This is an optimization exercise on Yosys and OpenROAD, whose aim is small area, not a production implementation. At most, simulation tests tie the RTL to the original design; equivalence was not proved. No functional check of the RTL was part of runs 2 to 4. Power figures rest on the tool's default switching activity, not on a simulated workload.

==> design/flow/design.v <==
module crc16_ccitt_table (
  input  wire [15:0] crc,
  input  wire        d,
  input  wire        cmp,
  output wire [15:0] nxt,
  output wire        diff
);
  assign diff = crc[15] ^ d;
  wire   g    = diff & ~cmp;
  assign nxt  = {crc[14:12], crc[11] ^ g, crc[10:5], crc[4] ^ g, crc[3:0],
                 crc[15] ^ (d & ~cmp)};
endmodule
module sector_reader (
  input  wire        clk,
  input  wire        rst,
  input  wire        cmd_valid,
  input  wire [2:0]  cmd_op,
  input  wire [7:0]  cmd_c,
  input  wire [7:0]  cmd_h,
  input  wire [7:0]  cmd_r,
  input  wire [7:0]  cmd_n,
  input  wire        stop,
  input  wire        mfm,
  input  wire        skip,
  input  wire [7:0]  gap,
  input  wire [1:0]  scan_cond,
  input  wire [7:0]  scan_byte,
  input  wire        scan_over,
  input  wire        sink_ovr,
  input  wire        poll,
  input  wire        bit_in,
  input  wire        index,
  input  wire        phys_ok,
  output wire        busy,
  output reg         data_valid,
  output wire [7:0]  data_byte,
  output reg         done,
  output reg  [3:0]  done_code,
  output reg         wrong_am,
  output wire [7:0]  id_c,
  output wire [7:0]  id_h,
  output wire [7:0]  id_r,
  output wire [7:0]  id_n,
  output wire [15:0] id_crc,
  output wire [7:0]  err_bits,
  output wire        cmp_match
);
  localparam [2:0] PH_IDLE = 3'b000;
  localparam [2:0] PH_SNF  = 3'b001;
  localparam [2:0] PH_SPIN = 3'b010;
  localparam [2:0] PH_TAIL = 3'b011;    
  localparam [2:0] PH_FID  = 3'b100;
  localparam [2:0] PH_RID  = 3'b101;
  localparam [2:0] PH_FDA  = 3'b110;
  localparam [2:0] PH_DATA = 3'b111;    
  localparam [2:0] F_RD   = 3'd0;
  localparam [2:0] F_RDD  = 3'd1;
  localparam [2:0] F_VFY  = 3'd2;
  localparam [2:0] F_SCAN = 3'd3;
  localparam [2:0] F_RSID = 3'd4;
  localparam [2:0] F_RT   = 3'd5;
  localparam [3:0] SIG_FINISHREAD    = 4'd1;
  localparam [3:0] SIG_TRACKFINISH   = 4'd2;
  localparam [3:0] SIG_FINISHCOMPARE = 4'd3;
  localparam [3:0] SIG_SECTORID      = 4'd4;
  localparam [3:0] SIG_HEADERCRC     = 4'd6;
  localparam [3:0] SIG_DATACRC       = 4'd7;
  localparam [3:0] SIG_OVERRUN       = 4'd8;
  localparam [3:0] SIG_NOIDAM        = 4'd9;
  localparam [3:0] SIG_NODATAAM      = 4'd10;
  localparam [3:0] SIG_BADCYL        = 4'd11;
  localparam [3:0] SIG_WRONGCYL      = 4'd12;
  localparam [3:0] SIG_NOSECTOR      = 4'd13;
  localparam [15:0] C_FM_IDAM  = 16'hEF21;
  localparam [15:0] C_FM_DAM   = 16'hBF84;
  localparam [15:0] C_FM_DDAM  = 16'h8FE7;
  localparam [15:0] C_MFM_IDAM = 16'hB230;
  localparam [15:0] C_MFM_DAM  = 16'hE295;
  localparam [15:0] C_MFM_DDAM = 16'hD2F6;
  reg [2:0]  ph;
  reg [2:0]  fam;
  reg [15:0] sh;           
  reg [15:0] crc;
  reg [31:0] idr;          
  reg [18:0] cnt;          
  reg [1:0]  sync;         
  reg [1:0]  idx;          
  reg        idf;          
  reg        e0, e3, e4;   
  reg        bad;          
  reg        allsat;       
  reg        p3, p4, om;   
  reg [2:0]  ph_n;
  reg [2:0]  fam_n;
  reg [15:0] sh_n;
  reg [15:0] crc_n;
  reg [31:0] idr_n;
  reg [18:0] cnt_n;
  reg [1:0]  sync_n, idx_n;
  reg        idf_n, e0_n, e3_n, e4_n, bad_n, allsat_n, p3_n, p4_n, om_n;
  reg        dv_n, dn_n, wam_n;
  reg [3:0]  code_n;
  assign busy      = ph[2] | ph[1];
  assign data_byte = {sh[14], sh[12], sh[10], sh[8], sh[6], sh[4], sh[2], sh[0]};
  assign id_c      = idr[31:24];
  assign id_h      = idr[23:16];
  assign id_r      = idr[15:8];
  assign id_n      = idr[7:0];
  assign id_crc    = crc;
  assign err_bits  = {3'b000, e4, e3, 1'b0, bad, e0};
  assign cmp_match = allsat;
  wire [15:0] win = {sh[14:0], bit_in};
  wire [7:0]  dec = {sh[13], sh[11], sh[9], sh[7], sh[5], sh[3], sh[1], bit_in};
  wire [19:0] inc  = {1'b0, cnt} + 20'd1;
  wire [15:0] binc = inc[19:4];            
  wire        bnd  = &cnt[3:0];            
  wire fm_idam  = (win == 16'hF57E);
  wire fm_dam   = (win == 16'hF56F);
  wire fm_ddam  = (win == 16'hF56A);
  wire m_sync   = (win == 16'h4489);
  wire m_idam   = (win == 16'h5554);
  wire m_dam    = (win == 16'h5545);
  wire m_ddam   = (win == 16'h554A);
  wire w_idam = mfm ? m_idam : fm_idam;
  wire w_dam  = mfm ? m_dam  : fm_dam;
  wire w_ddam = mfm ? m_ddam : fm_ddam;
  wire is_rt   = (fam == F_RT);
  wire is_rsid = (fam == F_RSID);
  wire is_rdd  = (fam == F_RDD);
  wire is_scan = (fam == F_SCAN);
  wire is_vfy  = (fam == F_VFY);
  wire [15:0] crc_step;
  wire        crc_diff;
  wire        crc_cmp = (ph == PH_RID) ? cnt[6] : (ph == PH_TAIL);
  crc16_ccitt_table u_crc (
    .crc  (crc),
    .d    (bit_in),
    .cmp  (crc_cmp),
    .nxt  (crc_step),
    .diff (crc_diff)
  );
  wire scan_lt = (dec < scan_byte);
  wire scan_eq = (dec == scan_byte);
  reg  scan_sat;
  always @(*) begin
    if (&scan_byte)
      scan_sat = 1'b1;
    else if (scan_cond == 2'd0)
      scan_sat = scan_eq;
    else if (scan_cond == 2'd1)
      scan_sat = scan_lt | scan_eq;
    else
      scan_sat = ~scan_lt;
  end
  wire idb_mis = (dec != idr[31:24]);
  wire last_data = inc[19];
  wire [14:0] len_start;
  genvar gi;
  generate
    for (gi = 0; gi < 15; gi = gi + 1) begin : g_len
      if (gi < 7) begin : g_lo
        assign len_start[gi] = 1'b0;
      end else begin : g_hi
        assign len_start[gi] = (idr[3:0] <= gi - 7);
      end
    end
  endgenerate
  wire tail_end  = cnt[12];
  reg        cmd_ok, hit_w, hit_o, grid3;
  reg [2:0]  ph2;
  always @(*) begin
    ph_n     = ph;
    fam_n    = fam;
    sh_n     = sh;
    crc_n    = crc;
    idr_n    = idr;
    cnt_n    = poll ? inc[18:0] : cnt;
    sync_n   = sync;
    idx_n    = idx;
    idf_n    = idf;
    e0_n     = e0;
    e3_n     = e3;
    e4_n     = e4;
    bad_n    = bad;
    allsat_n = allsat;
    p3_n     = p3;
    p4_n     = p4;
    om_n     = om;
    dv_n     = 1'b0;
    dn_n     = 1'b0;
    wam_n    = 1'b0;
    code_n   = SIG_NOIDAM;
    hit_w    = 1'b0;
    hit_o    = 1'b0;
    grid3    = 1'b0;
    ph2      = ph;
    cmd_ok = cmd_valid && !busy && (cmd_op != 3'd7) && (cmd_n[7:4] == 4'd0) &&
             (cmd_n[3:0] <= 4'd8);
    if (poll)
      sh_n = win;
    if (stop) begin
      ph_n = PH_IDLE;
    end else if (cmd_ok) begin
      idr_n  = {cmd_c, cmd_h, cmd_r, cmd_n};
      fam_n  = (cmd_op == 3'd6) ? F_RT : cmd_op;
      sync_n = 2'd0;
      idx_n  = 2'd0;
      idf_n  = 1'b0;
      e0_n   = 1'b0;
      e3_n   = 1'b0;
      e4_n   = 1'b0;
      sh_n   = 16'd0;
      if (!phys_ok)
        ph_n = PH_SNF;
      else if (cmd_op == 3'd5)
        ph_n = PH_SPIN;
      else
        ph_n = PH_FID;
    end else if (poll) begin
      case (ph)
        PH_FID, PH_FDA: begin
          if (!mfm) begin
            grid3 = 1'b1;
          end else begin
            if (m_sync) begin
              cnt_n  = 19'd0;
              sync_n = (bnd && sync != 2'd0) ? ((sync == 2'd3) ? 2'd3 : sync + 2'd1) : 2'd1;
            end else if (bnd && sync != 2'd0) begin
              sync_n = 2'd0;
              grid3  = (sync == 2'd3);
            end
          end
          if (ph == PH_FID)
            hit_w = grid3 & w_idam;
          else begin
            hit_w = grid3 & (is_rdd ? w_ddam : w_dam);
            hit_o = grid3 & (is_rdd ? w_dam  : w_ddam);
          end
          if (hit_w || (hit_o && !skip)) begin
            cnt_n    = (ph == PH_FID) ? 19'd0 : {len_start, 4'd0};
            bad_n    = 1'b0;
            allsat_n = 1'b1;
            wam_n    = hit_o;
            ph2      = (ph == PH_FID) ? PH_RID : PH_DATA;
            if (ph == PH_FID)
              crc_n = mfm ? C_MFM_IDAM : C_FM_IDAM;
            else if (is_rdd ^ hit_o)
              crc_n = mfm ? C_MFM_DDAM : C_FM_DDAM;
            else
              crc_n = mfm ? C_MFM_DAM : C_FM_DAM;
          end else if (hit_o) begin
            ph2 = PH_FID;
          end
        end
        PH_RID: begin
          if (cnt[0]) begin
            crc_n = crc_step;
            if (cnt[6]) bad_n = bad | crc_diff;
          end
          if (bnd && !cnt[6]) begin
            idr_n = {idr[23:0], is_rsid ? dec : idr[31:24]};
            if (cnt[5:4] == 2'd0) begin
              p3_n = idb_mis & (&dec);
              p4_n = idb_mis & ~(&dec);
              om_n = 1'b0;
            end else if (!(cnt[5:4] == 2'd2 && is_rt)) begin
              om_n = om | idb_mis;
            end
          end
          if (bnd && cnt[6] && cnt[4]) begin
            if (bad_n) begin
              if (is_rt) begin
                e0_n = 1'b1;
                ph2  = PH_FDA;
              end else if (is_rsid) begin
                ph2  = PH_FID;
              end else begin
                dn_n   = 1'b1;
                code_n = SIG_HEADERCRC;
                ph2    = PH_IDLE;
              end
            end else begin
              idf_n = 1'b1;
              if (is_rsid) begin
                dn_n   = 1'b1;
                code_n = SIG_SECTORID;
                ph2    = PH_IDLE;
              end else if (!p3 && !p4 && !om) begin
                ph2 = PH_FDA;
              end else begin
                e3_n = e3 | p3;
                e4_n = e4 | p4;
                ph2  = PH_FID;
              end
            end
          end
        end
        PH_DATA: begin
          if (cnt[0])
            crc_n = crc_step;
          if (bnd) begin
            if (is_scan) begin
              if (scan_over) begin
                dn_n   = 1'b1;
                code_n = SIG_OVERRUN;
                ph2    = PH_IDLE;
              end else if (!scan_sat)
                allsat_n = 1'b0;
            end else if (!is_vfy) begin
              dv_n = 1'b1;
              if (sink_ovr) begin
                dn_n   = 1'b1;
                code_n = SIG_OVERRUN;
                ph2    = PH_IDLE;
              end
            end
            if (last_data) begin
              cnt_n = {6'd0, 1'b0, ~gap, 4'd0};
              if (ph2 != PH_IDLE)
                ph2 = PH_TAIL;
            end
          end
        end
        PH_TAIL: begin
          if (cnt[0] && !sync[1]) begin
            crc_n = crc_step;
            bad_n = bad | crc_diff;
          end
          if (bnd)
            sync_n = {sync[1] | sync[0], ~(sync[1] | sync[0])};
          if (bnd && tail_end) begin
            dn_n = 1'b1;
            ph2  = PH_IDLE;
            if (is_rt)
              code_n = SIG_TRACKFINISH;
            else if (bad_n)
              code_n = SIG_DATACRC;
            else if (is_scan)
              code_n = SIG_FINISHCOMPARE;
            else
              code_n = SIG_FINISHREAD;
          end
        end
        default: ;
      endcase
      if (index && idx != 2'd2)
        idx_n = idx + 2'd1;
      if (ph2 == PH_SPIN && idx_n == 2'd2) begin
        idx_n = 2'd0;
        sh_n  = 16'd0;
        ph2   = PH_FID;
      end
      ph_n = ph2;
      if (ph2 == PH_SNF) begin
        if (idx_n == 2'd2) begin
          dn_n   = 1'b1;
          code_n = SIG_NOIDAM;
          ph_n   = PH_IDLE;
        end
      end else if (ph2 != PH_IDLE) begin
        if (!phys_ok || (idx_n == 2'd2 && ph2[2] && ph2 != PH_DATA)) begin
          dn_n = 1'b1;
          ph_n = PH_IDLE;
          if (ph2 == PH_SPIN)
            code_n = SIG_NOIDAM;
          else if (ph2 == PH_FID || ph2 == PH_RID) begin
            if (!idf_n)
              code_n = SIG_NOIDAM;
            else if (e4_n)
              code_n = SIG_WRONGCYL;
            else if (e3_n)
              code_n = SIG_BADCYL;
            else
              code_n = SIG_NOSECTOR;
          end else
            code_n = SIG_NODATAAM;
        end
      end
    end
  end
  always @(posedge clk) begin
    if (rst) begin
      ph         <= PH_IDLE;
      data_valid <= 1'b0;
      done       <= 1'b0;
      wrong_am   <= 1'b0;
    end else begin
      ph         <= ph_n;
      data_valid <= dv_n;
      done       <= dn_n;
      wrong_am   <= wam_n;
    end
  end
  always @(posedge clk) begin
    fam       <= fam_n;
    sh        <= sh_n;
    crc       <= crc_n;
    idr       <= idr_n;
    cnt       <= cnt_n;
    sync      <= sync_n;
    idx       <= idx_n;
    idf       <= idf_n;
    e0        <= e0_n;
    e3        <= e3_n;
    e4        <= e4_n;
    bad       <= bad_n;
    allsat    <= allsat_n;
    p3        <= p3_n;
    p4        <= p4_n;
    om        <= om_n;
    done_code <= code_n;
  end
endmodule
==> design/flow/flow/run.sh <==
#!/bin/bash
# Standard ORFS layout (the standard.sh, standard synthesis unchanged) with
# two layout choices: the port buffers are the smallest buffer cell, and clock
# tree synthesis uses smaller clock buffers without dummy loads.
set -euo pipefail
cat >> config.mk <<'EOC'
export BUFFER_PORTS_ARGS = -buffer_cell sky130_fd_sc_hd__buf_1
export CTS_ARGS = -sink_clustering_enable -repair_clock_nets -dont_use_dummy_load -buf_list sky130_fd_sc_hd__clkbuf_8
EOC
bash standard.sh finish > standard.log 2>&1
==> design/flow/standard.sh <==
#!/bin/bash
# synth_recipe.tcl (not shown) runs the flow's synth.tcl, then flattens the netlist and writes it again
# the make line also repeats each setting of config.mk as NAME=value (left out here)
make -C /OpenROAD-flow-scripts/flow DESIGN_CONFIG=/design/flow/config.mk WORK_HOME=/design/flow/orfs CLKGATE_MAP_FILE= SYNTH_SCRIPT=/design/flow/synth_recipe.tcl "${@:-finish}"
==> design/flow/config.mk <==
export PLATFORM = sky130hd
export DESIGN_NAME = sector_reader
export DESIGN_NICKNAME = sector_reader
export VERILOG_FILES = /design/flow/design.v
export SDC_FILE = /design/flow/constraint.sdc
export NUM_CORES = 4
export LEC_CHECK = 0
export CAP_MARGIN = 20
export CORE_MARGIN = 2
export CORE_UTILIZATION = 50
export PLACE_DENSITY = 0.65
export SLEW_MARGIN = 20
export BUFFER_PORTS_ARGS = -buffer_cell sky130_fd_sc_hd__buf_1
export CTS_ARGS = -sink_clustering_enable -repair_clock_nets -dont_use_dummy_load -buf_list sky130_fd_sc_hd__clkbuf_8
==> design/flow/constraint.sdc <==
create_clock -name core_clock -period 8.0 [get_ports {clk}]
set_input_delay 1.6000 -clock core_clock [delete_from_list [all_inputs] [get_ports {clk}]]
set_output_delay 1.6000 -clock core_clock [all_outputs]
set_load 0.01 [all_outputs]
==> impl_summary.log, run 1 <==
INFO  metric outcome = finished clean
INFO  metric initial_core_util = about half
INFO  metric antenna_found_initial = 0
INFO  metric worst_path_max_delay_cell = sky130_fd_sc_hd__nor4_1
INFO  metric grt_remaining_overflow = 0
INFO  metric maximum_number_of_pins_on_one_net_before_global_route_repair = 38
INFO  metric place_ws = 3.41 ns
INFO  metric drt_iter0_markers = 530
INFO  metric synth-main-ff-cell = sky130_fd_sc_hd__edfxtp_1
INFO  metric place.detailed.hpwl = approximately 13 mm
INFO  metric crit_path_start_kind = primary input
INFO  metric synth_top_cell_by_area = sky130_fd_sc_hd__edfxtp_1
INFO  metric synth_async_sr_flop_share = 0%
INFO  metric full_die_area = ~14000 sq um
INFO  metric synth_area_leaders = sky130_fd_sc_hd__edfxtp_1 31%, sky130_fd_sc_hd__dfxtp_1 14%, sky130_fd_sc_hd__nand2_1 8.6%
INFO  metric power.ir.vdd_worst = 164 uV
INFO  metric setup.reg_to_reg.worst_slack = 4.54 ns
INFO  metric cts_hold_buf = 0
INFO  metric post_route_cells_drive_above_1_share = around 5.2%
INFO  metric cts-buffers-inserted = 9
INFO  metric gr-usage-all-layers = about a quarter
INFO  metric fp.dieH = around 120 um
INFO  metric finalWeightedCongestion = 0.958
INFO  metric avgViaCountPerCell = about 5.7
INFO  metric post_detailed_route_drc_marker_count = 0
INFO  metric layout_setup_ws = roughly 3.8 ns
INFO  metric htree_levels = 3
INFO  metric area_share_of_the_largest_cell_type_after_synthesis = a little under a third
INFO  metric io_pins = between 100 and 150
INFO  metric rsz0062_at_grt = no
INFO  metric wl_per_cell = between 15 and 20 um
INFO  metric worst_slew_margin_rel = ~34%
INFO  metric fillerInstances = ~1200
INFO  metric finalCritPeriodShare = roughly 52%
INFO  metric latest_clock_arrival_within_the_worst_skew_pair = approximately 0.40 ns
INFO  metric timing.critical_path.max_delay_family = simple AND/OR/NAND/NOR gates
INFO  metric flow.area_growth_from_synthesis = 10.9%
INFO  metric rows = between 40 and 50
INFO  metric path_buf_inv = 1
INFO  metric grt_pass1_vias = about 5400
INFO  metric seq_area = about 2800 sq um
INFO  metric worst_hold_path_type = reg2reg
INFO  metric p_leak = between 2 and 3 nW
INFO  metric clk_root_buffer_cell = sky130_fd_sc_hd__clkbuf_8
INFO  metric slowest_delay = 0.49 ns
INFO  metric cp-startpoint = bit_in
INFO  metric cts_setup_buffers = 0
INFO  metric min_period = roughly 4.2 ns
INFO  metric setup-violations-final = 0
INFO  metric postRouteAntennaNets = 0
INFO  metric routed-via-count = around 5700
INFO  metric ys_warn_count = 1
INFO  metric synth_edf_count = 65
INFO  metric worst-setup-path-type = in2reg
INFO  metric clk_path_buf_depth = 2
INFO  metric cp_data_arrival_time = roughly 4.5 ns
INFO  metric synth.distinct_cells = 82
INFO  metric multi_input_comb_area = ~3300 sq um
INFO  metric core_area = between 10000 and 15000 sq um
INFO  metric firstDrtPassIters = 5
INFO  metric instances_no_fill = around 1000
INFO  metric timing.critical_path.required = slightly above 8 ns
INFO  metric critical_path.max_fanout = 18
INFO  metric finalWirelength = 17.7 mm
INFO  metric critical_path.cell_chain = buf_1 -> nand2_1 -> nor4_1 -> nand4_1 -> a311oi_2 -> nor2_1 -> o21ai_2 -> nand4_2 -> and2_1
INFO  metric power_per_cell_area = between 150 and 200 nW/um^2
INFO  metric max_cap_violations = 0
INFO  metric critical_path.endpoint_type = flip-flop
INFO  metric fmaxAchievable = approximately 0.24 GHz
INFO  metric finalMaxSlewViolations = 0
INFO  metric diodes = 0
INFO  metric finalNetCount = around 900
INFO  metric ys_seq_area_share = ~44%
INFO  metric report.final.hold_viol_count = 0
INFO  metric tritoncts = yes
INFO  metric cts_sinks = roughly 110
INFO  metric mappedNetlistArea = ~6400 sq um
INFO  metric first_pass_grt_wire_length = roughly 28 mm
INFO  metric ys_seq_elements = about 110
INFO  metric setup-tns-final = 0 ns
INFO  metric syn_inst = around 720
INFO  metric io_buffer_count = ~130
INFO  metric worst_clk_skew = roughly 0.028 ns
INFO  metric postSynthAreaPerCell = ~9 sq um
INFO  metric critical_path.reg2reg.startpoint = ph[2]
INFO  metric cts.clk_slew.worst_paths = 0.07 ns
INFO  metric die-width = approximately 120 um
INFO  metric cts.repair.resized = 0
INFO  metric max_slew.worst_pin.slew = slightly below 1 ns
INFO  metric post_placement_cell_count = between 900 and 1000
INFO  metric hp-start = crc[14]
[power breakdown]
part | switching [W] | internal, W | total (W)
Combinational | 0.000120 | 0.000103 | 0.000224
Clock | 0.000169 | 0.000101 | 0.000270
Sequential | 0.0000943 | 0.000633 | 0.000728
[final timing paths]
kind,end,cells past startpoint
max,cnt[3],9
min,crc[15],1
max reg2reg,cnt[3],10
min reg2reg,crc[15],1
[metrics by stage]
step	util (%)	hold slack, ns	power (W)	cell area, sq um
after floorplan	-	0.528	0.000878	6370
after global placement	55.3	0.520	0.000952	6930
after detailed placement	55.3	0.531	0.000964	6930
after CTS	56.3	0.559	0.00123	7050
after global routing	56.3	0.563	0.00129	7050
final	56.3	0.551	0.00122	7050
[cell usage after synthesis (all sizes together), types with 4 or more instances]
| cell type | n |
|---|---|
| mux2i | 17 |
| o21ai | 28 |
| nand2 | 145 |
| and2 | 10 |
| nor2 | 73 |
| and3 | 5 |
| ha | 12 |
| o21a | 11 |
| a32oi | 4 |
| clkbuf | 20 |
| nor4 | 9 |
| a21o | 9 |
| a21oi | 32 |
| buf | 21 |
| nor2b | 6 |
| o22ai | 5 |
| xor2 | 6 |
| dfxtp | 43 |
| edfxtp | 65 |
| a31oi | 13 |
| or3 | 9 |
| nand3 | 24 |
| a211oi | 5 |
| nand4 | 19 |
| xnor2 | 26 |
| or4 | 4 |
| nor3 | 11 |
| inv | 23 |
| nand2b | 9 |
| o32ai | 5 |
[cells by family after synthesis]
logic type | synth area share, %
buffers and inverters | 4.47
multiplexers | 3.03
AND/OR/NAND/NOR | 26.3
other | 0.0590
XOR/XNOR | 4.41
AO/OA/AOI/OAI | 15.2
flip-flops | 44.2
adder cells (fa/ha/maj) | 2.36
[cell type report]
cell class | instances | share of cell area [%]
clock buffers | 9 | 1.76
multi-input cells | 548 | 46.6
repair buffers | 137 | 7.51
well taps | 172 | 3.05
flip-flops and latches | 108 | 39.9
inverters | 23 | 1.22
[placed cells by master (no fill, tap or decap), types with 5 or more instances in the layout]
master / n
sky130_fd_sc_hd__nand2_1: 145
sky130_fd_sc_hd__buf_1: 133
sky130_fd_sc_hd__nor2_1: 71
sky130_fd_sc_hd__edfxtp_1: 65
sky130_fd_sc_hd__dfxtp_1: 43
sky130_fd_sc_hd__a21oi_1: 29
sky130_fd_sc_hd__xnor2_1: 26
sky130_fd_sc_hd__nand3_1: 24
sky130_fd_sc_hd__inv_1: 23
sky130_fd_sc_hd__nand4_1: 18
sky130_fd_sc_hd__mux2i_1: 17
sky130_fd_sc_hd__o21ai_0: 16
sky130_fd_sc_hd__a31oi_1: 12
sky130_fd_sc_hd__ha_1: 12
sky130_fd_sc_hd__nor3_1: 11
sky130_fd_sc_hd__o21a_1: 11
sky130_fd_sc_hd__and2_1: 10
sky130_fd_sc_hd__o21ai_1: 10
sky130_fd_sc_hd__or3_1: 9
sky130_fd_sc_hd__nand2b_1: 9
sky130_fd_sc_hd__a21o_1: 9
sky130_fd_sc_hd__clkbuf_8: 9
sky130_fd_sc_hd__nor4_1: 6
sky130_fd_sc_hd__nor2b_1: 6
sky130_fd_sc_hd__xor2_1: 6
sky130_fd_sc_hd__o32ai_1: 5
[state kept, by name, indices dropped and copies added (netlist names), named ones only]
| register | flops |
|---|---|
| e0 | 1 |
| p4 | 1 |
| idr | 32 |
| ph | 3 |
| cnt | 18 |
| wrong_am | 1 |
| crc | 16 |
| fam | 3 |
| idf | 1 |
| data_valid | 1 |
| idx | 2 |
| bad | 1 |
| e4 | 1 |
| allsat | 1 |
| e3 | 1 |
| sync | 2 |
| om | 1 |
| done | 1 |
| sh | 15 |
| done_code | 4 |
| p3 | 1 |
[per-layer routing]
metal / track usage [%] / share of wire, % / vias to the layer above
met2: 46.0 / 50 / 205
met1: 33.6 / 43 / 2702
met5: 0 / 0 / -
li1: - / - / 2770
met4: 8.08 / 1.6 / 0
met3: 5.56 / 5.9 / 26
==> run 2: changes to the inputs <==
--- a/design/flow/design.v
+++ b/design/flow/design.v
@@ -153,19 +153,8 @@
       scan_sat = ~scan_lt;
   end
   wire idb_mis = (dec != idr[31:24]);
-  wire last_data = inc[19];
-  wire [14:0] len_start;
-  genvar gi;
-  generate
-    for (gi = 0; gi < 15; gi = gi + 1) begin : g_len
-      if (gi < 7) begin : g_lo
-        assign len_start[gi] = 1'b0;
-      end else begin : g_hi
-        assign len_start[gi] = (idr[3:0] <= gi - 7);
-      end
-    end
-  endgenerate
-  wire tail_end  = cnt[12];
+  wire last_data = binc[idr[3:0] + 4'd7];
+  wire tail_end  = (binc[8:0] == {1'b0, gap});
   reg        cmd_ok, hit_w, hit_o, grid3;
   reg [2:0]  ph2;
   always @(*) begin
@@ -237,7 +226,7 @@
             hit_o = grid3 & (is_rdd ? w_dam  : w_ddam);
           end
           if (hit_w || (hit_o && !skip)) begin
-            cnt_n    = (ph == PH_FID) ? 19'd0 : {len_start, 4'd0};
+            cnt_n    = 19'd0;
             bad_n    = 1'b0;
             allsat_n = 1'b1;
             wam_n    = hit_o;
@@ -315,19 +304,17 @@
               end
             end
             if (last_data) begin
-              cnt_n = {6'd0, 1'b0, ~gap, 4'd0};
+              cnt_n = {6'd0, 9'h1FE, 4'd0};
               if (ph2 != PH_IDLE)
                 ph2 = PH_TAIL;
             end
           end
         end
         PH_TAIL: begin
-          if (cnt[0] && !sync[1]) begin
+          if (cnt[0] && cnt[12]) begin
             crc_n = crc_step;
             bad_n = bad | crc_diff;
           end
-          if (bnd)
-            sync_n = {sync[1] | sync[0], ~(sync[1] | sync[0])};
           if (bnd && tail_end) begin
             dn_n = 1'b1;
             ph2  = PH_IDLE;
==> design/flow/run.sh (new file) <==
#!/bin/bash
# synth_recipe.tcl (not shown) runs the flow's synth.tcl, then flattens the netlist and writes it again
# the make line also repeats each setting of config.mk as NAME=value (left out here)
make -C /OpenROAD-flow-scripts/flow DESIGN_CONFIG=/design/flow/config.mk WORK_HOME=/design/flow/orfs CLKGATE_MAP_FILE= SYNTH_SCRIPT=/design/flow/synth_recipe.tcl finish
==> design/flow/config.mk (replaced) <==
export PLATFORM = sky130hd
export DESIGN_NAME = sector_reader
export DESIGN_NICKNAME = sector_reader
export VERILOG_FILES = /design/flow/design.v
export SDC_FILE = /design/flow/constraint.sdc
export NUM_CORES = 4
export LEC_CHECK = 0
export CAP_MARGIN = 20
export CORE_MARGIN = 2
export CORE_UTILIZATION = 30
export PLACE_DENSITY = 0.45
export SLEW_MARGIN = 20
removed: design/flow/flow/run.sh
removed: design/flow/standard.sh
==> run 2 against run 1 <==
Net effect: still clean; design area rose by 22%; hold slack worse by 0.0051 ns; maximum frequency is 16% lower; non-clock buffer count rose by 1; critical endpoint is now done_code[2]; largest power group unchanged.
==> impl_summary.log, run 2 <==
INFO  metric postRouteAntennaNets = 0 (unchanged)
INFO  metric fp.dieH = 154 um (was 117 um)
INFO  metric postSynthAreaPerCell = 8.86 sq um (was 8.87 sq um)
INFO  metric ys_seq_area_share = 41.5% (was 44.2%)
INFO  metric latest_clock_arrival_within_the_worst_skew_pair = 0.36 ns (was 0.40 ns)
INFO  metric grt_pass1_vias = 6238 (was 5416)
INFO  metric synth_top_cell_by_area = sky130_fd_sc_hd__edfxtp_1 (unchanged)
INFO  metric p_leak = 3.08 nW (was 2.57 nW)
INFO  metric grt_remaining_overflow = 0 (unchanged)
INFO  metric setup-violations-final = 0 (unchanged)
INFO  metric finalNetCount = 948 (was 904)
INFO  metric synth_async_sr_flop_share = 0% (unchanged)
INFO  metric cts_setup_buffers = 0 (unchanged)
INFO  metric clk_root_buffer_cell = sky130_fd_sc_hd__clkbuf_16 (was sky130_fd_sc_hd__clkbuf_8)
INFO  metric ys_warn_count = 1 (unchanged)
INFO  metric mappedNetlistArea = 6780 sq um (was 6360 sq um)
INFO  metric setup.reg_to_reg.worst_slack = 3.85 ns (was 4.54 ns)
INFO  metric outcome = finished clean (unchanged)
INFO  metric setup-tns-final = 0 ns (unchanged)
INFO  metric clk_path_buf_depth = 2 (unchanged)
INFO  metric fillerInstances = 2268 (was 1221)
INFO  metric first_pass_grt_wire_length = 35.6 mm (was 27.8 mm)
INFO  metric tritoncts = yes (unchanged)
INFO  metric htree_levels = 3 (unchanged)
INFO  metric layout_common_cells = 133 x sky130_fd_sc_hd__clkdlybuf4s50_1, 130 x sky130_fd_sc_hd__nand2_1, 80 x sky130_fd_sc_hd__nor2_1 (was 145 x sky130_fd_sc_hd__nand2_1, 133 x sky130_fd_sc_hd__buf_1, 71 x sky130_fd_sc_hd__nor2_1)
INFO  metric worst_hold_path_type = reg2reg (unchanged)
INFO  metric cts.clk_slew.worst_paths = 0.08 ns (was 0.07 ns)
INFO  metric max_slew.worst_pin.slew = 1.03 ns (was 0.988 ns)
INFO  metric finalCritPeriodShare = 62.5% (was 52.4%)
INFO  metric finalMaxSlewViolations = 0 (unchanged)
INFO  metric initial_core_util = 30.2% (was 50.8%)
INFO  metric synth.distinct_cells = 87 (was 82)
INFO  metric post_detailed_route_drc_marker_count = 0 (unchanged)
INFO  metric io_buffer_count = 133 (unchanged)
INFO  metric multi_input_comb_area = 3640 sq um (was 3280 sq um)
INFO  metric critical_path.endpoint_type = flip-flop (unchanged)
INFO  metric max_cap_violations = 0 (unchanged)
INFO  metric avgViaCountPerCell = 5.33 (was 5.72)
INFO  metric syn_inst = 765 (was 717)
INFO  metric min_period = 5.00 ns (was 4.19 ns)
INFO  metric drt_iter0_markers = 348 (was 530)
INFO  metric synth_edf_count = 65 (unchanged)
INFO  metric worst_slew_margin_rel = 31.2% (was 34.0%)
INFO  metric commonest_cells_in_the_netlist = 130 x sky130_fd_sc_hd__nand2_1, 80 x sky130_fd_sc_hd__nor2_1, 65 x sky130_fd_sc_hd__edfxtp_1, 43 x sky130_fd_sc_hd__dfxtp_1, 40 x sky130_fd_sc_hd__o21ai_0 (was 145 x sky130_fd_sc_hd__nand2_1, 71 x sky130_fd_sc_hd__nor2_1, 65 x sky130_fd_sc_hd__edfxtp_1, 43 x sky130_fd_sc_hd__dfxtp_1, 30 x sky130_fd_sc_hd__a21oi_1)
INFO  metric fmaxAchievable = 0.200 GHz (was 0.239 GHz)
INFO  metric die-width = 154 um (was 117 um)
INFO  metric cts_sinks = 108 (unchanged)
INFO  metric cts.repair.resized = 0 (unchanged)
INFO  metric gr-usage-all-layers = 19.2% (was 26.6%)
INFO  metric crit_path_start_kind = primary input (unchanged)
INFO  metric power_per_cell_area = 179 nW/um^2 (was 173 nW/um^2)
INFO  metric max_flop_register = idr (unchanged)
INFO  metric area_share_of_the_largest_cell_type_after_synthesis = 28.8% (was 30.7%)
INFO  metric cts_hold_buf = 0 (unchanged)
INFO  metric worst_clk_skew = 0.0102 ns (was 0.0276 ns)
INFO  metric rows = 55 (was 41)
INFO  metric seq_area = 2810 sq um (unchanged)
INFO  metric most_common_library_cell_in_the_layout_ignoring_fill_and_taps = sky130_fd_sc_hd__clkdlybuf4s50_1 (was sky130_fd_sc_hd__nand2_1)
INFO  metric top_regs = idr x32, cnt x18, crc x16 (unchanged)
INFO  metric finalWirelength = 22.8 mm (was 17.7 mm)
INFO  metric finalWeightedCongestion = 0.889 (was 0.958)
INFO  metric synth-main-ff-cell = sky130_fd_sc_hd__edfxtp_1 (unchanged)
INFO  metric ff2ff_path_depth = 11 (was 10)
INFO  metric rsz0062_at_grt = no (unchanged)
INFO  metric cp_data_arrival_time = 5.27 ns (was 4.46 ns)
INFO  metric synth_area_leaders = sky130_fd_sc_hd__edfxtp_1 29%, sky130_fd_sc_hd__dfxtp_1 13%, sky130_fd_sc_hd__nand2_1 7.2% (was sky130_fd_sc_hd__edfxtp_1 31%, sky130_fd_sc_hd__dfxtp_1 14%, sky130_fd_sc_hd__nand2_1 8.6%)
INFO  metric wl_per_cell = 19.6 um (was 17.7 um)
INFO  metric timing.critical_path.required = 8.27 ns (about the same)
INFO  metric firstDrtPassIters = 5 (unchanged)
INFO  metric dpl_cell_area = 8290 sq um (was 6930 sq um)
INFO  metric place.detailed.hpwl = 17.1 mm (was 13.4 mm)
INFO  metric design_area = 8600 sq um (was 7050 sq um)
INFO  metric power.ir.vdd_worst = 123 uV (was 164 uV)
INFO  metric core_area = 22400 sq um (was 12500 sq um)
INFO  metric critical_path.max_fanout = 50 (was 18)
INFO  metric worst-setup-path-type = in2reg (unchanged)
INFO  metric io_pins = 138 (unchanged)
INFO  metric flow.area_growth_from_synthesis = 26.8% (was 10.9%)
INFO  metric maximum_number_of_pins_on_one_net_before_global_route_repair = 51 (was 38)
INFO  metric post_route_cells_drive_above_1_share = 5.94% (was 5.21%)
INFO  metric cts-buffers-inserted = 9 (unchanged)
INFO  metric routed-via-count = 6188 (was 5703)
INFO  metric synth_most_common_cell = sky130_fd_sc_hd__nand2_1 (unchanged)
INFO  metric full_die_area = 23800 sq um (was 13600 sq um)
INFO  metric largest_register_ff_count = 32 (unchanged)
INFO  metric critical_path.reg2reg.startpoint = ph[2] (unchanged)
INFO  metric ys_seq_elements = 108 (unchanged)
INFO  metric worst_hold_path.endpoint = crc[1] (was crc[15])
INFO  metric rr_endpoint = done_code[2] (was cnt[3])
INFO  metric hp-start = crc[0] (was crc[14])
INFO  metric report.final.hold_viol_count = 0 (unchanged)
INFO  metric worstHoldPathCells = 1 (unchanged)
INFO  metric antenna_found_initial = 1 (was 0)
## run 2: layer usage
layer | wire [um] | track usage, % | vias up
li1 | - | - | 2954
met1 | 10200 | 25.4 | 2968
met2 | 10300 | 30.5 | 231
met3 | 1540 | 4.31 | 35
met4 | 688 | 7.72 | 0
met5 | 0 | 0 | -
## run 2: worst max-delay path by stage
stage / from / to / cells past startpoint
after floorplan: mfm / crc[0] / 7
after global placement: cmd_n[1] / done_code[2] / 10
after detailed placement: cmd_n[2] / done_code[2] / 10
after CTS: cmd_n[2] / done_code[2] / 10
after global routing: cmd_n[2] / done_code[2] / 10
final: cmd_n[2] / done_code[2] / 10
## run 2: layout make-up
class,count,share of cell area [%]
multi-input combinational,583,42.3
sequential,108,32.7
timing repair buffer,138,15.9
tap,285,4.15
clock buffer,9,2.62
inverter,30,1.31
clock inverter,7,0.917
antenna,1,0.0291
## run 2: power by group
part           internal [W]  switching (W)  total, W
combinational      0.000159       0.000157  0.000317
sequential         0.000636       0.000122  0.000758
clock              0.000223       0.000240  0.000463
total               0.00102       0.000520   0.00154
## run 2: cells by family (layout without fill, tap and decap cells)
logic type               count (synthesis)  in the layout  synth area share, %
buffers and inverters                   77            184                 5.19
multiplexers                            22             22                 3.27
AO/OA/AOI/OAI                          154            154                 15.8
other                                    1              5               0.0553
AND/OR/NAND/NOR                        337            337                 24.9
XOR/XNOR                                53             53                 6.85
flip-flops                             108            108                 41.5
adder cells (fa/ha/maj)                 13             13                 2.40
## run 2: worst max-delay path: stages
cell and delay [ns]:
sky130_fd_sc_hd__clkdlybuf4s50_1 0.51, sky130_fd_sc_hd__o31ai_1 0.17, sky130_fd_sc_hd__nand4_1 0.21, sky130_fd_sc_hd__a31oi_4 0.04
sky130_fd_sc_hd__buf_4 0.29, sky130_fd_sc_hd__inv_1 0.81, sky130_fd_sc_hd__nand2_1 0.48, sky130_fd_sc_hd__or3_1 0.50
sky130_fd_sc_hd__or4b_1 0.51, sky130_fd_sc_hd__o311ai_1 0.10
## run 2: metrics by stage
| step | worst slack [ns] | util [%] | cells | power [W] | hold slack, ns |
|---|---|---|---|---|---|
| floorplan | 3.73 | - | 768 | 0.000932 | 0.513 |
| global placement | 2.77 | 37.0 | 1144 | 0.00108 | 0.529 |
| detailed placement | 2.64 | 37.0 | 1144 | 0.00109 | 0.530 |
| CTS | 3.02 | 38.3 | 1160 | 0.00156 | 0.549 |
| global route | 2.81 | 38.3 | 1160 | 0.00162 | 0.570 |
| finish | 3.00 | 38.3 | 1161 | 0.00154 | 0.546 |
==> run 3: changes to the inputs <==
--- a/design/flow/design.v
+++ b/design/flow/design.v
@@ -82,22 +82,21 @@
   reg [15:0] sh;           
   reg [15:0] crc;
   reg [31:0] idr;          
-  reg [18:0] cnt;          
+  reg [6:0]  cnt;          
   reg [1:0]  sync;         
   reg [1:0]  idx;          
   reg        idf;          
   reg        e0, e3, e4;   
   reg        bad;          
   reg        allsat;       
-  reg        p3, p4, om;   
   reg [2:0]  ph_n;
   reg [2:0]  fam_n;
   reg [15:0] sh_n;
   reg [15:0] crc_n;
   reg [31:0] idr_n;
-  reg [18:0] cnt_n;
+  reg [6:0]  cnt_n;
   reg [1:0]  sync_n, idx_n;
-  reg        idf_n, e0_n, e3_n, e4_n, bad_n, allsat_n, p3_n, p4_n, om_n;
+  reg        idf_n, e0_n, e3_n, e4_n, bad_n, allsat_n;
   reg        dv_n, dn_n, wam_n;
   reg [3:0]  code_n;
   assign busy      = ph[2] | ph[1];
@@ -111,8 +110,8 @@
   assign cmp_match = allsat;
   wire [15:0] win = {sh[14:0], bit_in};
   wire [7:0]  dec = {sh[13], sh[11], sh[9], sh[7], sh[5], sh[3], sh[1], bit_in};
-  wire [19:0] inc  = {1'b0, cnt} + 20'd1;
-  wire [15:0] binc = inc[19:4];            
+  wire [14:0] dcnt = idr[22:8];
+  wire [15:0] dinc = {1'b0, dcnt} + 16'd1;
   wire        bnd  = &cnt[3:0];            
   wire fm_idam  = (win == 16'hF57E);
   wire fm_dam   = (win == 16'hF56F);
@@ -153,8 +152,19 @@
       scan_sat = ~scan_lt;
   end
   wire idb_mis = (dec != idr[31:24]);
-  wire last_data = binc[idr[3:0] + 4'd7];
-  wire tail_end  = (binc[8:0] == {1'b0, gap});
+  wire last_data = dinc[15];
+  wire [14:0] len_start;
+  genvar gi;
+  generate
+    for (gi = 0; gi < 15; gi = gi + 1) begin : g_len
+      if (gi < 7) begin : g_lo
+        assign len_start[gi] = 1'b0;
+      end else begin : g_hi
+        assign len_start[gi] = (idr[3:0] <= gi - 7);
+      end
+    end
+  endgenerate
+  wire tail_end  = dcnt[8];
   reg        cmd_ok, hit_w, hit_o, grid3;
   reg [2:0]  ph2;
   always @(*) begin
@@ -163,7 +173,7 @@
     sh_n     = sh;
     crc_n    = crc;
     idr_n    = idr;
-    cnt_n    = poll ? inc[18:0] : cnt;
+    cnt_n    = poll ? cnt + 7'd1 : cnt;
     sync_n   = sync;
     idx_n    = idx;
     idf_n    = idf;
@@ -172,9 +182,6 @@
     e4_n     = e4;
     bad_n    = bad;
     allsat_n = allsat;
-    p3_n     = p3;
-    p4_n     = p4;
-    om_n     = om;
     dv_n     = 1'b0;
     dn_n     = 1'b0;
     wam_n    = 1'b0;
@@ -212,7 +219,7 @@
             grid3 = 1'b1;
           end else begin
             if (m_sync) begin
-              cnt_n  = 19'd0;
+              cnt_n  = 7'd0;
               sync_n = (bnd && sync != 2'd0) ? ((sync == 2'd3) ? 2'd3 : sync + 2'd1) : 2'd1;
             end else if (bnd && sync != 2'd0) begin
               sync_n = 2'd0;
@@ -226,7 +233,9 @@
             hit_o = grid3 & (is_rdd ? w_dam  : w_ddam);
           end
           if (hit_w || (hit_o && !skip)) begin
-            cnt_n    = 19'd0;
+            cnt_n    = 7'd0;
+            if (ph == PH_FDA)
+              idr_n[22:8] = len_start;
             bad_n    = 1'b0;
             allsat_n = 1'b1;
             wam_n    = hit_o;
@@ -249,14 +258,14 @@
           if (bnd && !cnt[6]) begin
             idr_n = {idr[23:0], is_rsid ? dec : idr[31:24]};
             if (cnt[5:4] == 2'd0) begin
-              p3_n = idb_mis & (&dec);
-              p4_n = idb_mis & ~(&dec);
-              om_n = 1'b0;
+              sync_n   = {idb_mis & ~(&dec), idb_mis & (&dec)};
+              allsat_n = 1'b1;
             end else if (!(cnt[5:4] == 2'd2 && is_rt)) begin
-              om_n = om | idb_mis;
+              allsat_n = allsat & ~idb_mis;
             end
           end
           if (bnd && cnt[6] && cnt[4]) begin
+            sync_n = 2'd0;
             if (bad_n) begin
               if (is_rt) begin
                 e0_n = 1'b1;
@@ -274,11 +283,11 @@
                 dn_n   = 1'b1;
                 code_n = SIG_SECTORID;
                 ph2    = PH_IDLE;
-              end else if (!p3 && !p4 && !om) begin
+              end else if (sync == 2'd0 && allsat) begin
                 ph2 = PH_FDA;
               end else begin
-                e3_n = e3 | p3;
-                e4_n = e4 | p4;
+                e3_n = e3 | sync[0];
+                e4_n = e4 | sync[1];
                 ph2  = PH_FID;
               end
             end
@@ -303,18 +312,23 @@
                 ph2    = PH_IDLE;
               end
             end
+            idr_n[22:8] = dinc[14:0];
             if (last_data) begin
-              cnt_n = {6'd0, 9'h1FE, 4'd0};
+              idr_n[16:8] = {1'b0, ~gap};
               if (ph2 != PH_IDLE)
                 ph2 = PH_TAIL;
             end
           end
         end
         PH_TAIL: begin
-          if (cnt[0] && cnt[12]) begin
+          if (cnt[0] && !sync[1]) begin
             crc_n = crc_step;
             bad_n = bad | crc_diff;
           end
+          if (bnd)
+            sync_n = {sync[1] | sync[0], ~(sync[1] | sync[0])};
+          if (bnd)
+            idr_n[16:8] = dinc[8:0];
           if (bnd && tail_end) begin
             dn_n = 1'b1;
             ph2  = PH_IDLE;
@@ -392,9 +406,6 @@
     e4        <= e4_n;
     bad       <= bad_n;
     allsat    <= allsat_n;
-    p3        <= p3_n;
-    p4        <= p4_n;
-    om        <= om_n;
     done_code <= code_n;
   end
 endmodule
==> design/flow/flow/run.sh (new file) <==
#!/bin/bash
# Standard ORFS layout (the standard.sh, standard synthesis unchanged) with
# two layout choices: the port buffers are the smallest buffer cell, and clock
# tree synthesis uses smaller clock buffers without dummy loads.
set -euo pipefail
cat >> config.mk <<'EOC'
export BUFFER_PORTS_ARGS = -buffer_cell sky130_fd_sc_hd__buf_1
export CTS_ARGS = -sink_clustering_enable -repair_clock_nets -dont_use_dummy_load -buf_list sky130_fd_sc_hd__clkbuf_8
EOC
bash standard.sh finish > standard.log 2>&1
==> design/flow/standard.sh (new file) <==
#!/bin/bash
# synth_recipe.tcl (not shown) runs the flow's synth.tcl, then flattens the netlist and writes it again
# the make line also repeats each setting of config.mk as NAME=value (left out here)
make -C /OpenROAD-flow-scripts/flow DESIGN_CONFIG=/design/flow/config.mk WORK_HOME=/design/flow/orfs CLKGATE_MAP_FILE= SYNTH_SCRIPT=/design/flow/synth_recipe.tcl "${@:-finish}"
--- a/design/flow/config.mk
+++ b/design/flow/config.mk
@@ -7,6 +7,8 @@
 export LEC_CHECK = 0
 export CAP_MARGIN = 20
 export CORE_MARGIN = 2
-export CORE_UTILIZATION = 30
-export PLACE_DENSITY = 0.45
+export CORE_UTILIZATION = 50
+export PLACE_DENSITY = 0.65
 export SLEW_MARGIN = 20
+export BUFFER_PORTS_ARGS = -buffer_cell sky130_fd_sc_hd__buf_1
+export CTS_ARGS = -sink_clustering_enable -repair_clock_nets -dont_use_dummy_load -buf_list sky130_fd_sc_hd__clkbuf_8
removed: design/flow/run.sh
==> run 3 against run 2 <==
Net effect: still clean on timing, DRC and antenna; power is 26% lower; non-clock buffer count is 4 higher; clock skew is 0.0094 ns higher; synthesized area is 11% lower; worst setup slack better by 0.44 ns; sequential share of layout area is 4.4 points higher; highest routed layer unchanged.
==> impl_summary.log, run 3 <==
INFO  metric outcome = finished clean (unchanged)
INFO  metric synth_edf_count = 62 (was 65)
INFO  metric synthXorXnorAreaFrac = 5.35% (was 6.85%)
INFO  metric layout_common_cells = 132 x sky130_fd_sc_hd__buf_1, 87 x sky130_fd_sc_hd__nand2_1, 86 x sky130_fd_sc_hd__nor2_1 (was 133 x sky130_fd_sc_hd__clkdlybuf4s50_1, 130 x sky130_fd_sc_hd__nand2_1, 80 x sky130_fd_sc_hd__nor2_1)
INFO  metric cts_hold_buf = 0 (unchanged)
INFO  metric fillerInstances = 1150 (was 2268)
INFO  metric synth.area.mux_share = 3.20% (was 3.27%)
INFO  metric fp.dieH = 114 um (was 154 um)
INFO  metric maximum_number_of_pins_on_one_net_before_global_route_repair = 38 (was 51)
INFO  metric wl_per_cell = 19.3 um (was 19.6 um)
INFO  metric ys_seq_area_share = 41.2% (was 41.5%)
INFO  metric dpl_cell_area = 6560 sq um (was 8290 sq um)
INFO  metric most_common_library_cell_in_the_layout_ignoring_fill_and_taps = sky130_fd_sc_hd__buf_1 (was sky130_fd_sc_hd__clkdlybuf4s50_1)
INFO  metric diodes = 0 (was 1)
INFO  metric commonest_cells_in_the_netlist = 87 x sky130_fd_sc_hd__nand2_1, 86 x sky130_fd_sc_hd__nor2_1, 62 x sky130_fd_sc_hd__edfxtp_1, 39 x sky130_fd_sc_hd__a21oi_1, 32 x sky130_fd_sc_hd__clkbuf_1 (was 130 x sky130_fd_sc_hd__nand2_1, 80 x sky130_fd_sc_hd__nor2_1, 65 x sky130_fd_sc_hd__edfxtp_1, 43 x sky130_fd_sc_hd__dfxtp_1, 40 x sky130_fd_sc_hd__o21ai_0)
INFO  metric synth.distinct_cells = 76 (was 87)
INFO  metric critical_path.max_fanout = 10 (was 50)
INFO  metric cp-startpoint = mfm (was cmd_n[2])
INFO  metric clk_path_buf_depth = 2 (unchanged)
INFO  metric mappedNetlistArea = 6030 sq um (was 6780 sq um)
INFO  metric setup-violations-final = 0 (unchanged)
INFO  metric multi_input_comb_area = 3260 sq um (was 3640 sq um)
INFO  metric max_cap_violations = 0 (unchanged)
INFO  metric fmaxAchievable = 0.219 GHz (was 0.200 GHz)
INFO  metric cts-buffers-inserted = 9 (unchanged)
INFO  metric cp_data_arrival_time = 4.57 ns (was 5.27 ns)
INFO  metric seq_area = 2480 sq um (was 2810 sq um)
INFO  metric htree_levels = 3 (unchanged)
INFO  metric post_detailed_route_drc_marker_count = 0 (unchanged)
INFO  metric dominant_combinational_cell_family_by_area_after_synthesis = simple AND/OR/NAND/NOR gates (unchanged)
INFO  metric largest_register_ff_count = 32 (unchanged)
INFO  metric critical_path.endpoint_type = flip-flop (unchanged)
INFO  metric worst_path_max_delay_cell = sky130_fd_sc_hd__a21oi_1 (was sky130_fd_sc_hd__inv_1)
INFO  metric crit_path_start_kind = primary input (unchanged)
INFO  metric finalMaxSlewViolations = 0 (unchanged)
INFO  metric post_synth_fa_ha_maj_area_fraction = 2.70% (was 2.40%)
INFO  metric flow.area_growth_from_synthesis = 10.8% (was 26.8%)
INFO  metric critical_path.cell_chain = buf_1 -> or4b_1 -> a2111oi_0 -> o211ai_1 -> a211oi_1 -> nand2_1 -> a21oi_1 (was clkdlybuf4s50_1 -> o31ai_1 -> nand4_1 -> a31oi_4 -> buf_4 -> inv_1 -> nand2_1 -> or3_1 -> or4b_1 -> o311ai_1)
INFO  metric ys_warn_count = 1 (unchanged)
INFO  metric timing.critical_path.required = 8.01 ns (was 8.27 ns)
INFO  metric full_die_area = 13000 sq um (was 23800 sq um)
INFO  metric top_regs = idr x32, crc x16, sh x15 (was idr x32, cnt x18, crc x16)
INFO  metric firstDrtPassIters = 6 (was 5)
INFO  metric rsz0062_at_grt = no (unchanged)
INFO  metric finalWeightedCongestion = 0.948 (was 0.889)
INFO  metric cts.clk_slew.worst_paths = 0.09 ns (was 0.08 ns)
INFO  metric path_buf_inv = 1 (was 3)
INFO  metric design_area = 6680 sq um (was 8600 sq um)
INFO  metric cts_sinks = 93 (was 108)
INFO  metric p_leak = 2.36 nW (was 3.08 nW)
INFO  metric finalCritPeriodShare = 57.0% (was 62.5%)
INFO  metric power_per_cell_area = 169 nW/um^2 (was 179 nW/um^2)
INFO  metric clk_root_buffer_cell = sky130_fd_sc_hd__clkbuf_8 (was sky130_fd_sc_hd__clkbuf_16)
INFO  metric synth_async_sr_flop_share = 0% (unchanged)
INFO  metric grt_remaining_overflow = 0 (unchanged)
INFO  metric worst_clk_skew = 0.0196 ns (was 0.0102 ns)
INFO  metric drt_iter0_markers = 569 (was 348)
INFO  metric worst-setup-path-type = in2reg (unchanged)
INFO  metric max_slew.worst_pin.slew = 1.00 ns (was 1.03 ns)
INFO  metric timing.critical_path.max_delay_family = compound AO/OA/AOI/OAI gates (was simple AND/OR/NAND/NOR gates)
INFO  metric tritoncts = yes (unchanged)
INFO  metric routed-via-count = 5716 (was 6188)
INFO  metric die-width = 114 um (was 154 um)
INFO  metric max_flop_register = idr (unchanged)
INFO  metric fin_hold_ws = 0.536 ns (was 0.546 ns)
INFO  metric cts_setup_buffers = 0 (unchanged)
INFO  metric synth-main-ff-cell = sky130_fd_sc_hd__edfxtp_1 (unchanged)
INFO  metric power.ir.vdd_worst = 117 uV (was 123 uV)
INFO  metric synth_top_cell_by_area = sky130_fd_sc_hd__edfxtp_1 (unchanged)
INFO  metric rows = 40 (was 55)
INFO  metric antenna_found_initial = 0 (was 1)
INFO  metric core_area = 11900 sq um (was 22400 sq um)
INFO  metric synth_compound_area_share = 18.1% (was 15.8%)
INFO  metric postRouteAntennaNets = 0 (unchanged)
INFO  metric finalWirelength = 18.1 mm (was 22.8 mm)
INFO  metric finalNetCount = 869 (was 948)
INFO  metric io_pins = 138 (unchanged)
INFO  metric gr-usage-all-layers = 27.8% (was 19.2%)
INFO  metric min_period = 4.56 ns (was 5.00 ns)
INFO  metric initial_core_util = 50.6% (was 30.2%)
INFO  metric postSynthAreaPerCell = 8.80 sq um (was 8.86 sq um)
INFO  metric hp-start = cnt[1] (was crc[0])
INFO  metric slowest_delay = 0.64 ns (was 0.81 ns)
INFO  metric synth-simple-area-share = 24.4% (was 24.9%)
INFO  metric first_pass_grt_wire_length = 28.2 mm (was 35.6 mm)
INFO  metric io_buffer_count = 133 (unchanged)
INFO  metric avgViaCountPerCell = 6.11 (was 5.33)
INFO  metric synth_area_leaders = sky130_fd_sc_hd__edfxtp_1 31%, sky130_fd_sc_hd__dfxtp_1 10%, sky130_fd_sc_hd__nand2_1 5.4% (was sky130_fd_sc_hd__edfxtp_1 29%, sky130_fd_sc_hd__dfxtp_1 13%, sky130_fd_sc_hd__nand2_1 7.2%)
INFO  metric ys_seq_elements = 93 (was 108)
INFO  metric syn_inst = 685 (was 765)
INFO  metric place.detailed.hpwl = 13.7 mm (was 17.1 mm)
INFO  metric setup-tns-final = 0 ns (unchanged)
INFO  metric worst_hold_path_type = reg2reg (unchanged)
INFO  metric latest_clock_arrival_within_the_worst_skew_pair = 0.37 ns (was 0.36 ns)
INFO  metric worst_slew_margin_rel = 33.2% (was 31.2%)
INFO  metric area_share_of_the_largest_cell_type_after_synthesis = 30.9% (was 28.8%)
INFO  metric cts.repair.resized = 0 (unchanged)
INFO  metric synth_most_common_cell = sky130_fd_sc_hd__nand2_1 (unchanged)
INFO  metric report.final.hold_viol_count = 0 (unchanged)
INFO  metric post_route_cells_drive_above_1_share = 4.56% (was 5.94%)
INFO  metric grt_pass1_vias = 5281 (was 6238)
==> run 3: per-stage QoR <==
stage	utilization, %	setup slack (ns)	total power, W	instances
CTS	56.1	3.54	0.00113	936
floorplan	-	3.74	0.000801	688
global placement	55.0	3.26	0.000878	927
global route	56.1	3.24	0.00119	936
detailed placement	55.0	3.14	0.000890	927
finish	56.1	3.44	0.00113	936
==> run 3: cell families (layout without fill, tap and decap cells) <==
family | after synthesis | count (layout)
adders and majority gates | 13 | 13
buffers and inverters | 67 | 168
muxes | 19 | 19
xor gates and xnor gates | 36 | 36
other | 1 | 4
and+or+nand+nor | 296 | 296
DFF | 93 | 93
AOI/OAI and AO/OA | 160 | 160
==> run 3: final timing paths <==
path	to	slack, ns	depth (start not counted)
min	cnt[1]	0.54	2
max	idr[11]	3.44	7
min reg2reg	cnt[1]	0.54	2
max reg2reg	idr[11]	4.52	8
==> run 3: power breakdown <==
group / internal (W) / total, W / switching [W] / leakage, nW
Sequential: 0.000558 / 0.000646 / 0.0000881 / 0.815
Combinational: 0.000105 / 0.000235 / 0.000130 / 1.48
Clock: 0.000101 / 0.000249 / 0.000148 / 0.0647
==> run 3: cell type report <==
class | count | area share [%]
multi-input combinational | 528 | 48.8
sequential | 93 | 37.2
timing repair buffer | 142 | 8.50
tap | 147 | 2.75
clock buffer | 9 | 1.85
inverter | 17 | 0.955
==> run 3: tightest hold or removal path, cell delays in order (launching register included) <==
cell and delay, ns:
sky130_fd_sc_hd__dfxtp_1 0.35, sky130_fd_sc_hd__mux2i_1 0.07, sky130_fd_sc_hd__nor2_1 0.08
==> run 3: routing by layer <==
metal	track usage (%)	part of all wire (%)
met5	0	0
met4	10.7	2.2
met3	3.99	7.5
met2	43.2	45
met1	39.4	45
==> run 4: changes to the inputs <==
--- a/design/flow/design.v
+++ b/design/flow/design.v
@@ -71,6 +71,11 @@
   localparam [3:0] SIG_BADCYL        = 4'd11;
   localparam [3:0] SIG_WRONGCYL      = 4'd12;
   localparam [3:0] SIG_NOSECTOR      = 4'd13;
+  localparam [2:0] CL_ID    = 3'd0;    
+  localparam [2:0] CL_SRCH  = 3'd1;    
+  localparam [2:0] CL_OVR   = 3'd2;    
+  localparam [2:0] CL_NDA   = 3'd3;    
+  localparam [2:0] CL_FIELD = 3'd4;    
   localparam [15:0] C_FM_IDAM  = 16'hEF21;
   localparam [15:0] C_FM_DAM   = 16'hBF84;
   localparam [15:0] C_FM_DDAM  = 16'h8FE7;
@@ -98,7 +103,7 @@
   reg [1:0]  sync_n, idx_n;
   reg        idf_n, e0_n, e3_n, e4_n, bad_n, allsat_n;
   reg        dv_n, dn_n, wam_n;
-  reg [3:0]  code_n;
+  reg [2:0]  cls, cls_n;
   assign busy      = ph[2] | ph[1];
   assign data_byte = {sh[14], sh[12], sh[10], sh[8], sh[6], sh[4], sh[2], sh[0]};
   assign id_c      = idr[31:24];
@@ -128,9 +133,20 @@
   wire is_rdd  = (fam == F_RDD);
   wire is_scan = (fam == F_SCAN);
   wire is_vfy  = (fam == F_VFY);
+  always @(*) begin
+    case (cls)
+      CL_ID:    done_code = bad ? SIG_HEADERCRC : SIG_SECTORID;
+      CL_SRCH:  done_code = !idf ? SIG_NOIDAM : e4 ? SIG_WRONGCYL :
+                            e3 ? SIG_BADCYL : SIG_NOSECTOR;
+      CL_OVR:   done_code = SIG_OVERRUN;
+      CL_NDA:   done_code = SIG_NODATAAM;
+      default:  done_code = is_rt ? SIG_TRACKFINISH : bad ? SIG_DATACRC :
+                            is_scan ? SIG_FINISHCOMPARE : SIG_FINISHREAD;
+    endcase
+  end
   wire [15:0] crc_step;
   wire        crc_diff;
-  wire        crc_cmp = (ph == PH_RID) ? cnt[6] : (ph == PH_TAIL);
+  wire        crc_cmp = ph[0] & (~ph[2] | (~ph[1] & cnt[6]));
   crc16_ccitt_table u_crc (
     .crc  (crc),
     .d    (bit_in),
@@ -185,7 +201,7 @@
     dv_n     = 1'b0;
     dn_n     = 1'b0;
     wam_n    = 1'b0;
-    code_n   = SIG_NOIDAM;
+    cls_n    = CL_SRCH;
     hit_w    = 1'b0;
     hit_o    = 1'b0;
     grid3    = 1'b0;
@@ -194,6 +210,8 @@
              (cmd_n[3:0] <= 4'd8);
     if (poll)
       sh_n = win;
+    if (poll && cnt[0])
+      crc_n = crc_step;
     if (stop) begin
       ph_n = PH_IDLE;
     end else if (cmd_ok) begin
@@ -251,10 +269,8 @@
           end
         end
         PH_RID: begin
-          if (cnt[0]) begin
-            crc_n = crc_step;
-            if (cnt[6]) bad_n = bad | crc_diff;
-          end
+          if (cnt[0] && cnt[6])
+            bad_n = bad | crc_diff;
           if (bnd && !cnt[6]) begin
             idr_n = {idr[23:0], is_rsid ? dec : idr[31:24]};
             if (cnt[5:4] == 2'd0) begin
@@ -274,14 +290,14 @@
                 ph2  = PH_FID;
               end else begin
                 dn_n   = 1'b1;
-                code_n = SIG_HEADERCRC;
+                cls_n  = CL_ID;
                 ph2    = PH_IDLE;
               end
             end else begin
               idf_n = 1'b1;
               if (is_rsid) begin
                 dn_n   = 1'b1;
-                code_n = SIG_SECTORID;
+                cls_n  = CL_ID;
                 ph2    = PH_IDLE;
               end else if (sync == 2'd0 && allsat) begin
                 ph2 = PH_FDA;
@@ -294,13 +310,11 @@
           end
         end
         PH_DATA: begin
-          if (cnt[0])
-            crc_n = crc_step;
           if (bnd) begin
             if (is_scan) begin
               if (scan_over) begin
                 dn_n   = 1'b1;
-                code_n = SIG_OVERRUN;
+                cls_n  = CL_OVR;
                 ph2    = PH_IDLE;
               end else if (!scan_sat)
                 allsat_n = 1'b0;
@@ -308,7 +322,7 @@
               dv_n = 1'b1;
               if (sink_ovr) begin
                 dn_n   = 1'b1;
-                code_n = SIG_OVERRUN;
+                cls_n  = CL_OVR;
                 ph2    = PH_IDLE;
               end
             end
@@ -321,10 +335,8 @@
           end
         end
         PH_TAIL: begin
-          if (cnt[0] && !sync[1]) begin
-            crc_n = crc_step;
+          if (cnt[0] && !sync[1])
             bad_n = bad | crc_diff;
-          end
           if (bnd)
             sync_n = {sync[1] | sync[0], ~(sync[1] | sync[0])};
           if (bnd)
@@ -332,14 +344,7 @@
           if (bnd && tail_end) begin
             dn_n = 1'b1;
             ph2  = PH_IDLE;
-            if (is_rt)
-              code_n = SIG_TRACKFINISH;
-            else if (bad_n)
-              code_n = SIG_DATACRC;
-            else if (is_scan)
-              code_n = SIG_FINISHCOMPARE;
-            else
-              code_n = SIG_FINISHREAD;
+            cls_n = CL_FIELD;
           end
         end
         default: ;
@@ -355,26 +360,14 @@
       if (ph2 == PH_SNF) begin
         if (idx_n == 2'd2) begin
           dn_n   = 1'b1;
-          code_n = SIG_NOIDAM;
           ph_n   = PH_IDLE;
         end
       end else if (ph2 != PH_IDLE) begin
         if (!phys_ok || (idx_n == 2'd2 && ph2[2] && ph2 != PH_DATA)) begin
           dn_n = 1'b1;
           ph_n = PH_IDLE;
-          if (ph2 == PH_SPIN)
-            code_n = SIG_NOIDAM;
-          else if (ph2 == PH_FID || ph2 == PH_RID) begin
-            if (!idf_n)
-              code_n = SIG_NOIDAM;
-            else if (e4_n)
-              code_n = SIG_WRONGCYL;
-            else if (e3_n)
-              code_n = SIG_BADCYL;
-            else
-              code_n = SIG_NOSECTOR;
-          end else
-            code_n = SIG_NODATAAM;
+          if (ph2 == PH_FDA || ph2 == PH_DATA || ph2 == PH_TAIL)
+            cls_n = CL_NDA;
         end
       end
     end
@@ -406,6 +399,6 @@
     e4        <= e4_n;
     bad       <= bad_n;
     allsat    <= allsat_n;
-    done_code <= code_n;
+    cls       <= cls_n;
   end
 endmodule
==> run 4 against run 3 <==
Net effect: still clean on timing, DRC and antenna; non-clock buffer count down 4; wire length shrank 2.9%; maximum frequency fell by 6.5%; register-to-register slack lost 0.24 ns; combinational power increased by 46%; synthesized cell count increased by 1.5%; die area shrank 0.56%; worst setup slack worse by 0.32 ns; critical path type unchanged; largest cell class unchanged; highest routed layer unchanged.
==> impl_summary.log, run 4 <==
INFO  metric outcome = finished clean (unchanged)
INFO  metric max_cap_violations = 0 (unchanged)
INFO  metric post_route_cells_drive_above_1_share = 4.15% (was 4.56%)
INFO  metric cts-buffers-inserted = 9 (unchanged)
INFO  metric finalWirelength = 17.5 mm (was 18.1 mm)
INFO  metric antenna_found_initial = 0 (unchanged)
INFO  metric place.detailed.hpwl = 13.1 mm (was 13.7 mm)
INFO  metric most_common_library_cell_in_the_layout_ignoring_fill_and_taps = sky130_fd_sc_hd__buf_1 (unchanged)
INFO  metric min_period = 4.88 ns (was 4.56 ns)
INFO  metric full_die_area = 12900 sq um (was 13000 sq um)
INFO  metric setup.reg_to_reg.worst_slack = 4.28 ns (was 4.52 ns)
INFO  metric io_buffer_count = 133 (unchanged)
INFO  metric finalWeightedCongestion = 0.914 (was 0.948)
INFO  metric worst-setup-path-type = in2reg (unchanged)
INFO  metric tritoncts = yes (unchanged)
INFO  metric power_per_cell_area = 196 nW/um^2 (was 169 nW/um^2)
INFO  metric cp-startpoint = mfm (unchanged)
INFO  metric critical_path.cell_chain = buf_1 -> or3b_4 -> a2111o_1 -> or4_4 -> a21oi_1 -> a32oi_2 -> a221oi_1 -> a21boi_0 (was buf_1 -> or4b_1 -> a2111oi_0 -> o211ai_1 -> a211oi_1 -> nand2_1 -> a21oi_1)
INFO  metric synth_most_common_cell = sky130_fd_sc_hd__nor2_1 (was sky130_fd_sc_hd__nand2_1)
INFO  metric cts_setup_buffers = 0 (unchanged)
INFO  metric first_pass_grt_wire_length = 27.4 mm (was 28.2 mm)
INFO  metric worst_hold_path_type = reg2reg (unchanged)
INFO  metric worst_slew_margin_rel = 30.6% (was 33.2%)
INFO  metric commonest_cells_in_the_netlist = 93 x sky130_fd_sc_hd__nor2_1, 61 x sky130_fd_sc_hd__nand2_1, 57 x sky130_fd_sc_hd__a21oi_1, 46 x sky130_fd_sc_hd__dfxtp_1, 46 x sky130_fd_sc_hd__edfxtp_1 (was 87 x sky130_fd_sc_hd__nand2_1, 86 x sky130_fd_sc_hd__nor2_1, 62 x sky130_fd_sc_hd__edfxtp_1, 39 x sky130_fd_sc_hd__a21oi_1, 32 x sky130_fd_sc_hd__clkbuf_1)
INFO  metric synth_async_sr_flop_share = 0% (unchanged)
INFO  metric avgViaCountPerCell = 6.12 (was 6.11)
INFO  metric synth_area_leaders = sky130_fd_sc_hd__edfxtp_1 23%, sky130_fd_sc_hd__dfxtp_1 15%, sky130_fd_sc_hd__mux2i_1 6.5% (was sky130_fd_sc_hd__edfxtp_1 31%, sky130_fd_sc_hd__dfxtp_1 10%, sky130_fd_sc_hd__nand2_1 5.4%)
INFO  metric gr-usage-all-layers = 27.1% (was 27.8%)
INFO  metric ys_warn_count = 1 (unchanged)
INFO  metric worst_clk_skew = 0.0383 ns (was 0.0196 ns)
INFO  metric rsz0062_at_grt = no (unchanged)
INFO  metric instances_no_fill = 939 (was 936)
INFO  metric diodes = 0 (unchanged)
INFO  metric path_buf_inv = 1 (unchanged)
==> run 4: cell count changes in the layout (fill, tap and decap cells not counted), sizes merged, moves of 7 or more <==
cell    delta
edfxtp    -16
nand3      +7
mux2i     +22
nand2     -26
o21a       -9
nor2       +7
nand2b     -7
a21oi     +19
inv        +8
dfxtp     +15
==> run 4: power breakdown <==
group	total [W]	internal [W]	leakage (nW)	switching [W]
sequential	0.000704	0.000580	0.825	0.000124
combinational	0.000344	0.000157	1.47	0.000187
clock	0.000250	0.000101	0.0647	0.000149
==> run 4: cell type report <==
type | instances | area (sq um)
Fill cell | 1113 | 4950
Clock buffer | 9 | 124
Multi-Input combinational cell | 531 | 3370
Tap cell | 143 | 179
Inverter | 26 | 97.6
Timing Repair Buffer | 138 | 537
Sequential cell | 92 | 2300
==> run 4: cell families (layout without fill, tap and decap cells) <==
family | Yosys count | in the layout | synth area share [%]
buffers and inverters | 75 | 173 | 5.66
xor gates and xnor gates | 31 | 31 | 4.53
other | 1 | 4 | 0.0626
and+or+nand+nor | 271 | 271 | 22.3
muxes | 40 | 40 | 6.70
AOI/OAI and AO/OA | 171 | 171 | 19.4
adders and majority gates | 14 | 14 | 2.92
DFF | 92 | 92 | 38.4
==> run 4: worst max path at each step <==
| stage | end | slack, ns | cells past startpoint |
|---|---|---|---|
| global placement | idr[17] | 2.81 | 8 |
| finish | idr[21] | 3.12 | 8 |
| global route | idr[21] | 2.89 | 8 |
| CTS | idr[21] | 3.13 | 8 |
| floorplan | idr[17] | 3.35 | 8 |
| detailed placement | idr[17] | 2.77 | 8 |
==> run 4: layer usage <==
| layer | GRT usage, % | routed length (um) | up-vias |
|---|---|---|---|
| met5 | 0 | 0 | - |
| met4 | 10.0 | 339 | 0 |
| met2 | 44.1 | 8280 | 278 |
| met1 | 36.4 | 7560 | 2701 |
| li1 | - | - | 2735 |
| met3 | 4.57 | 1350 | 30 |
==> run 4: worst register-to-register path, cell delays in order (launching register included) <==
cell and delay [ns]:
sky130_fd_sc_hd__dfxtp_1 0.38, sky130_fd_sc_hd__or3b_4 0.43, sky130_fd_sc_hd__a2111o_1 0.39, sky130_fd_sc_hd__or4_4 0.59, sky130_fd_sc_hd__a21oi_1 0.24, sky130_fd_sc_hd__a32oi_2 0.16
sky130_fd_sc_hd__a221oi_1 0.44, sky130_fd_sc_hd__a21boi_0 0.70
==> run 4: per-stage QoR <==
stage	worst slack [ns]	instance area, sq um	util, %
after floorplan	3.35	6000	-
after global placement	2.81	6480	56.1
after detailed placement	2.77	6480	56.1
after CTS	3.13	6610	57.1
after global routing	2.89	6610	57.2
final	3.12	6610	57.2

Re-timed with assumed drivers on the ports (clkbuf_16 on the clock, buf_2 on other inputs), run 4 has 3.122 ns of setup slack against 3.121 ns with ideal ports, and 2.710 ns once port delays also move by the mid clock arrival of 0.412 ns.
